What follows belongs to an exercise in optimizing a design on an open flow for small area, a short achievable clock period and few clock cycles; a production flow would make more cautious choices. Only simulation tests tie the RTL to the original design; equivalence was not proved.

[design/flow/design.v]
module scrb_line (
    input  wire        clk,
    input  wire        rst,         
    input  wire        cmd_valid,
    output wire        cmd_ready,
    input  wire [15:0] cmd_x1,      
    input  wire [15:0] cmd_y1,      
    input  wire [15:0] cmd_x2,      
    input  wire [15:0] cmd_y2,      
    input  wire [7:0]  cmd_width,   
    input  wire [10:0] cmd_w,       
    input  wire [10:0] cmd_h,       
    output wire        px_valid,
    input  wire        px_ready,
    output wire [9:0]  px_x,
    output wire [9:0]  px_y,
    output wire        done
);
    localparam [2:0] S_IDLE  = 3'd0,
                     S_CHECK = 3'd1,
                     S_CELL  = 3'd2,
                     S_TRACE = 3'd3,
                     S_DONE  = 3'd4;
    reg [2:0] state;
    reg signed [15:0] x1, y1, x2, y2;
    reg        [7:0]  width;
    reg        [10:0] bw, bh;
    reg        [6:0]  r;        
    reg        [7:0]  dlast;    
    reg               dot;
    reg        [16:0] dx, dy;   
    reg               sx, sy;   
    reg        [7:0]  ci, cj;
    reg signed [17:0] tx, ty;   
    reg signed [17:0] tbx, tby;  
    reg signed [19:0] err;
    wire signed [17:0] sx1 = x1, sy1 = y1, sx2 = x2, sy2 = y2;
    wire signed [17:0] swd = {10'd0, width};
    wire signed [17:0] xmin = (sx1 < sx2) ? sx1 : sx2;
    wire signed [17:0] xmax = (sx1 < sx2) ? sx2 : sx1;
    wire signed [17:0] ymin = (sy1 < sy2) ? sy1 : sy2;
    wire signed [17:0] ymax = (sy1 < sy2) ? sy2 : sy1;
    wire signed [17:0] sbw = {7'd0, bw};
    wire signed [17:0] sbh = {7'd0, bh};
    wire box_empty = (xmax + swd < 0) || (xmin - swd > sbw - 1) ||
                     (ymax + swd < 0) || (ymin - swd > sbh - 1);
    wire signed [17:0] ddx = sx2 - sx1;
    wire signed [17:0] ddy = sy2 - sy1;
    wire signed [8:0]  oi = $signed({1'b0, ci}) - $signed({2'b0, r});
    wire signed [8:0]  oj = $signed({1'b0, cj}) - $signed({2'b0, r});
    wire        [16:0] d2 = oi * oi + oj * oj;
    wire        [16:0] rsq = r * r;
    wire        [6:0]  rm2 = r - 7'd2;
    wire        [16:0] rm2sq = rm2 * rm2;
    wire cell_outside  = d2 > rsq;
    wire cell_interior = (r >= 7'd3) && (d2 < rm2sq);
    wire cell_sel = !cell_outside && (!cell_interior || dot);
    wire cells_last = (ci == dlast) && (cj == dlast);
    wire in_bounds = (tx >= 0) && (tx < sbw) && (ty >= 0) && (ty < sbh);
    wire at_end    = (tx == tbx) && (ty == tby);
    wire signed [19:0] e2  = err <<< 1;
    wire signed [19:0] sdx = {3'd0, dx};
    wire signed [19:0] sdy = {3'd0, dy};
    wire step_x = e2 > -sdy;
    wire step_y = e2 < sdx;
    wire advance = !in_bounds || px_ready;
    assign cmd_ready = (state == S_IDLE);
    assign px_valid  = (state == S_TRACE) && in_bounds;
    assign px_x      = tx[9:0];
    assign px_y      = ty[9:0];
    assign done      = (state == S_DONE);
    always @(posedge clk) begin
        if (rst) begin
            state <= S_IDLE;
        end else begin
            case (state)
                S_IDLE: begin
                    if (cmd_valid) begin
                        x1    <= cmd_x1;
                        y1    <= cmd_y1;
                        x2    <= cmd_x2;
                        y2    <= cmd_y2;
                        width <= cmd_width;
                        bw    <= cmd_w;
                        bh    <= cmd_h;
                        state <= S_CHECK;
                    end
                end
                S_CHECK: begin
                    r     <= width[7:1];
                    dlast <= (width[7:1] == 7'd0) ? 8'd0 : {width[7:1], 1'b0} - 8'd1;
                    dot   <= (x1 == x2) && (y1 == y2);
                    dx    <= ddx[17] ? -ddx[16:0] : ddx[16:0];
                    dy    <= ddy[17] ? -ddy[16:0] : ddy[16:0];
                    sx    <= sx1 < sx2;
                    sy    <= sy1 < sy2;
                    ci    <= 8'd0;
                    cj    <= 8'd0;
                    if (width == 8'd0 || box_empty)
                        state <= S_DONE;
                    else
                        state <= S_CELL;
                end
                S_CELL: begin
                    if (cell_sel) begin
                        tx    <= sx1 + oi;
                        ty    <= sy1 + oj;
                        tbx   <= sx2 + oi;
                        tby   <= sy2 + oj;
                        err   <= sdx - sdy;
                        state <= S_TRACE;
                    end else if (cells_last) begin
                        state <= S_DONE;
                    end else begin
                        if (ci == dlast) begin
                            ci <= 8'd0;
                            cj <= cj + 8'd1;
                        end else begin
                            ci <= ci + 8'd1;
                        end
                    end
                end
                S_TRACE: begin
                    if (advance) begin
                        if (at_end) begin
                            if (cells_last) begin
                                state <= S_DONE;
                            end else begin
                                if (ci == dlast) begin
                                    ci <= 8'd0;
                                    cj <= cj + 8'd1;
                                end else begin
                                    ci <= ci + 8'd1;
                                end
                                state <= S_CELL;
                            end
                        end else begin
                            if (step_x) tx <= sx ? tx + 18'sd1 : tx - 18'sd1;
                            if (step_y) ty <= sy ? ty + 18'sd1 : ty - 18'sd1;
                            err <= err - (step_x ? sdy : 20'sd0) + (step_y ? sdx : 20'sd0);
                        end
                    end
                end
                S_DONE: begin
                    state <= S_IDLE;
                end
                default: state <= S_IDLE;
            endcase
        end
    end
endmodule
[design/flow/config.mk]
export PLATFORM = sky130hd
export DESIGN_NAME = scrb_line
export DESIGN_NICKNAME = scrb_line
export VERILOG_FILES = /design/flow/design.v
export SDC_FILE = /design/flow/constraint.sdc
export NUM_CORES = 4
export LEC_CHECK = 0
export CAP_MARGIN = 20
export CORE_MARGIN = 2
export CORE_UTILIZATION = 40
export PLACE_DENSITY = 0.6
export SLEW_MARGIN = 20
[design/flow/run.sh]
#!/bin/bash
# synth_recipe.tcl (not shown) runs the flow's synth.tcl, then flattens the netlist and writes it again
# the make line also repeats each setting of config.mk as NAME=value (left out here)
make -C /OpenROAD-flow-scripts/flow DESIGN_CONFIG=/design/flow/config.mk WORK_HOME=/design/flow/orfs CLKGATE_MAP_FILE= SYNTH_SCRIPT=/design/flow/synth_recipe.tcl finish
[design/flow/constraint.sdc]
create_clock -name core_clock -period 11.0 [get_ports {clk}]
set_input_delay 2.2000 -clock core_clock [delete_from_list [all_inputs] [get_ports {clk}]]
set_output_delay 2.2000 -clock core_clock [all_outputs]
set_load 0.01 [all_outputs]
==> impl_table.tex <==
\begin{tabular}{lr}
\hline
Metric & Value \\
\hline
\multicolumn{2}{l}{\textbf{Run status}} \\
\quad Outcome & finished clean \\
\multicolumn{2}{l}{\textbf{Clocking}} \\
\quad Clock Tree Root & clkbuf\_16 \\
\quad Hold-fix buffer count after cts & 0 \\
\quad Clock buffers created by TritonCTS & 34 \\
\quad CTS clk-pin slew, worst paths & around 60 ps \\
\quad Clock insertion delay at the later pin of the skew report & 560 ps \\
\quad CTS sink count & 254 \\
\quad Level count of the clock H-tree & 2 \\
\quad CTS max path bufs & 3 \\
\quad CTS tree & done \\
\multicolumn{2}{l}{\textbf{Worst hold path}} \\
\quad Path category of the worst min-delay check & reg2reg \\
\multicolumn{2}{l}{\textbf{STA}} \\
\quad Relative slew margins & a little over a quarter \\
\quad Total Neg Setup Slack & 0 ps \\
\quad Final hold slack & roughly 660 ps \\
\quad Post-route clock period utilization & around 94\% \\
\quad Setup WS post-layout & 673 ps \\
\quad Final Max Tran Viols & 0 \\
\quad RSZ-0062 raised after global routing & false \\
\quad Setup-violating endpoint count in the final report & 0 \\
\quad Transition at the pin with the smallest max-transition slack & 1100 ps \\
\quad Hold Vio Cnt, Final & 0 \\
\quad Time the worst path needs with I/O delays and setup & between 10000 and 15000 ps \\
\quad Highest clock frequency the design can meet & a little under 100 MHz \\
\quad Worst clock skew on the final layout & 24.9 ps \\
\multicolumn{2}{l}{\textbf{Critical path}} \\
\quad Max FO, Critical Path & 15 \\
\quad Crit-path most repeated cell & fa\_1 \\
\quad Critical path startpoint category & flop \\
\quad Slowest library cell on the worst path & fa\_1 \\
\quad Capturing element type of the critical path & flop \\
\quad Type of the setup path with the least slack & reg2reg \\
\quad Arrival time at the worst endpoint & 10570 ps \\
\quad Critical Path RT & around 11000 ps \\
\quad Largest stage delay, worst path & 580 ps \\
\multicolumn{2}{l}{\textbf{GRT}} \\
\quad GRT Resource Usage Total & roughly 22\% \\
\quad Global-route wire length before repair & around 140000 µm \\
\quad Pin count of the biggest net entering global routing & between 70 and 80 \\
\quad Total overflow reported by the global router & 0 \\
\quad Number of antenna violations at the first check in global routing & 0 \\
\quad Via count of the first global-routing pass & roughly 24000 \\
\multicolumn{2}{l}{\textbf{Synthesis}} \\
\quad Distinct cell type count after synthesis & 89 \\
\quad Number of enable-type register cells in the synthesized netlist & between 200 and 300 \\
\quad Syn Nets & between 4000 and 5000 \\
\quad Synth Instances & roughly 3400 \\
\quad Number of register bits inferred by synthesis & between 200 and 300 \\
\quad Synth Area per Inst & about 9.3 µm² \\
\quad Proportion of netlist area held by the largest area contributor & between 20\% and 30\% \\
\quad Most frequent cells after synthesis & 451 x ha\_1, 426 x inv\_1, 274 x nor2\_1 \\
\quad Synth Cell Area & 0.0312 mm² \\
\quad YS warnings & 1 \\
\quad Cell types with the largest area share after synthesis & edfxtp\_1 24\%, ha\_1 18\%, fa\_1 12\% \\
\quad Leading area contributor after synthesis & edfxtp\_1 \\
\quad Sequential element share of the synthesized area & roughly 24\% \\
\quad Top-count cell post-synth & ha\_1 \\
\quad Ys async rst share & 0\% \\
\quad Predominant post-synthesis flop cell & edfxtp\_1 \\
\multicolumn{2}{l}{\textbf{Finish}} \\
\quad ANT cells & 0 \\
\quad Finished Layout Cells & roughly 4600 \\
\quad Layout Utilization & a little under half \\
\quad Number of filler instances in the final layout & $\sim$7600 \\
\quad Share of post-route cells with drive strength above 1 & 4.24\% \\
\quad Layout net count & roughly 4200 \\
\quad Area growth syn-to-layout & 11.6\% \\
\multicolumn{2}{l}{\textbf{Place}} \\
\quad Post-placement setup slack & between 200 and 250 ps \\
\quad Post-detail-place hpwl & between 70000 and 80000 µm \\
\quad Port buffer count & 120 \\
\quad Routability cong. & $\sim$0.9 \\
\quad Inst Count DP & 4489 \\
\multicolumn{2}{l}{\textbf{Floorplan}} \\
\quad Total die area & 0.0803 mm² \\
\quad Initial cell density of the core & around 40\% \\
\quad Cell row count & between 100 and 150 \\
\quad IO Count & $\sim$120 \\
\quad Area of the core & 0.0773 mm² \\
\quad Die width & 283 µm \\
\quad Vertical extent of the die & 283 µm \\
\multicolumn{2}{l}{\textbf{Drt}} \\
\quad Detailed Routing Iterations Pass 1 & 5 \\
\quad Count of vias placed by the detailed router & around 25000 \\
\quad Vias per std cell & between 5 and 6 \\
\quad Antenna-violating nets left & 0 \\
\quad Routed wire length & around 90000 µm \\
\quad Post-route DRC & 0 \\
\quad Average detailed-routed wire length per instance & 19.8 µm \\
\quad DRC violation total after the first TritonRoute iteration & between 1500 and 2000 \\
\multicolumn{2}{l}{\textbf{Flow run}} \\
\quad Reported max-cap violation count & 0 \\
\hline
\end{tabular}
metal layers:
metal | wire, µm | vias up | GRT usage, %
met5 | 0 | - | 0
met4 | 2130 | 0 | 5.34
met3 | 6640 | 106 | 4.07
met2 | 37800 | 697 | 33.5
met1 | 43400 | 11900 | 32.8
li1 | - | 12000 | -
repair_timing:
action / in CTS / in global routing
setup endpoints to repair: 0 / 89
gates resized for setup: 0 / 8
hold endpoints to repair: 0 / 0
setup buffers: 0 / 1
layout by cell type, fill, tap and decap left out, types with 34 or more instances in the layout:
master,instances
nand2_1,196
inv_1,424
clkdlybuf4s50_1,120
nand4_1,56
nand3_1,72
fa_1,189
ha_1,451
nor3_1,86
clkbuf_16,34
nor2b_1,46
a21oi_1,198
xor2_1,109
nor2_1,273
nand2b_1,38
o21ai_0,128
xnor2_1,241
edfxtp_1,251
and2_1,42
a21o_1,88
worst paths after layout:
kind / startpoint / end / slack (ps) / depth (start not counted)
min: width[7] / r[6] / 660 / 1
max: cj[0] / tx[15] / 670 / 35
min reg2reg: width[7] / r[6] / 660 / 1
max reg2reg: cj[0] / tx[15] / 670 / 35
sequential cells by signal, summed over array words and instances (netlist names), 17 cells and up:
name  cells
err      19
tx       18
ty       18
dx       17
dy       17
tbx      17
tby      17
kinds of logic (layout without fill, tap and decap cells):
group / after synthesis / count (layout) / share of synthesized area [%]
AND/OR/NAND/NOR: 937 / 937 / 14.6
AO/OA/AOI/OAI: 646 / 648 / 13.5
adder cells (fa/ha/maj): 640 / 640 / 30.2
buffers and inverters: 493 / 643 / 6.20
XOR/XNOR: 351 / 351 / 9.89
flip-flops: 254 / 254 / 24.3
multiplexers: 39 / 39 / 1.31
through the flow:
stage / cell area [µm²]
after CTS: 34800
after global routing: 34900
final: 34900
after global placement: 33700
after floorplan: 31300
after detailed placement: 33700
area by class of cell:
cell class	count	area (µm²)	area share [%]
Clock buffer	39	870	2.49
Clock inverter	21	229	0.657
Inverter	430	1620	4.65
Multi-Input combinational cell	2615	21800	62.5
Sequential cell	254	7600	21.8
Tap cell	1040	1300	3.73
Timing Repair Buffer	153	1450	4.16
critical path: cells and delay by family (launching register included):
| family | cells | cell delay [ps] |
|---|---|---|
| buf+inv | 4 | 500 |
| fa+ha+maj | 11 | 4760 |
| compound gates | 12 | 2730 |
| simple gates | 7 | 1350 |
| xor+xnor | 1 | 190 |
| flops | 1 | 480 |
Testbench counts, summed over its fixed seeds: cycles 1,284,536.

## separate check: timing with driven ports
In the flow no input, the clock included, has a driving cell. The finished layout below was timed again as built, in two steps.
Step 1, drivers: a clkbuf_16 drives clk and a buf_2 each remaining input, both assumed.
Step 2 moves the port delays by t, midway between the first and last clock arrival at a register: inputs arrive t later, outputs are due t later. That takes back most of the time a late clock gives input paths.
a / b / c = no drivers / after step 1 / after step 2; a / b = the first two.
shift t [ns]: 0.611
setup WS [ns]: 0.673 / 0.673 / 0.673
worst data-port slew with drivers (ns): 0.06
pins driven straight from the clock port: 1
After both steps setup and hold are still met in this run. The setup slack of this run moves by 0.000 ns with the drivers and by 0.000 ns with both steps.
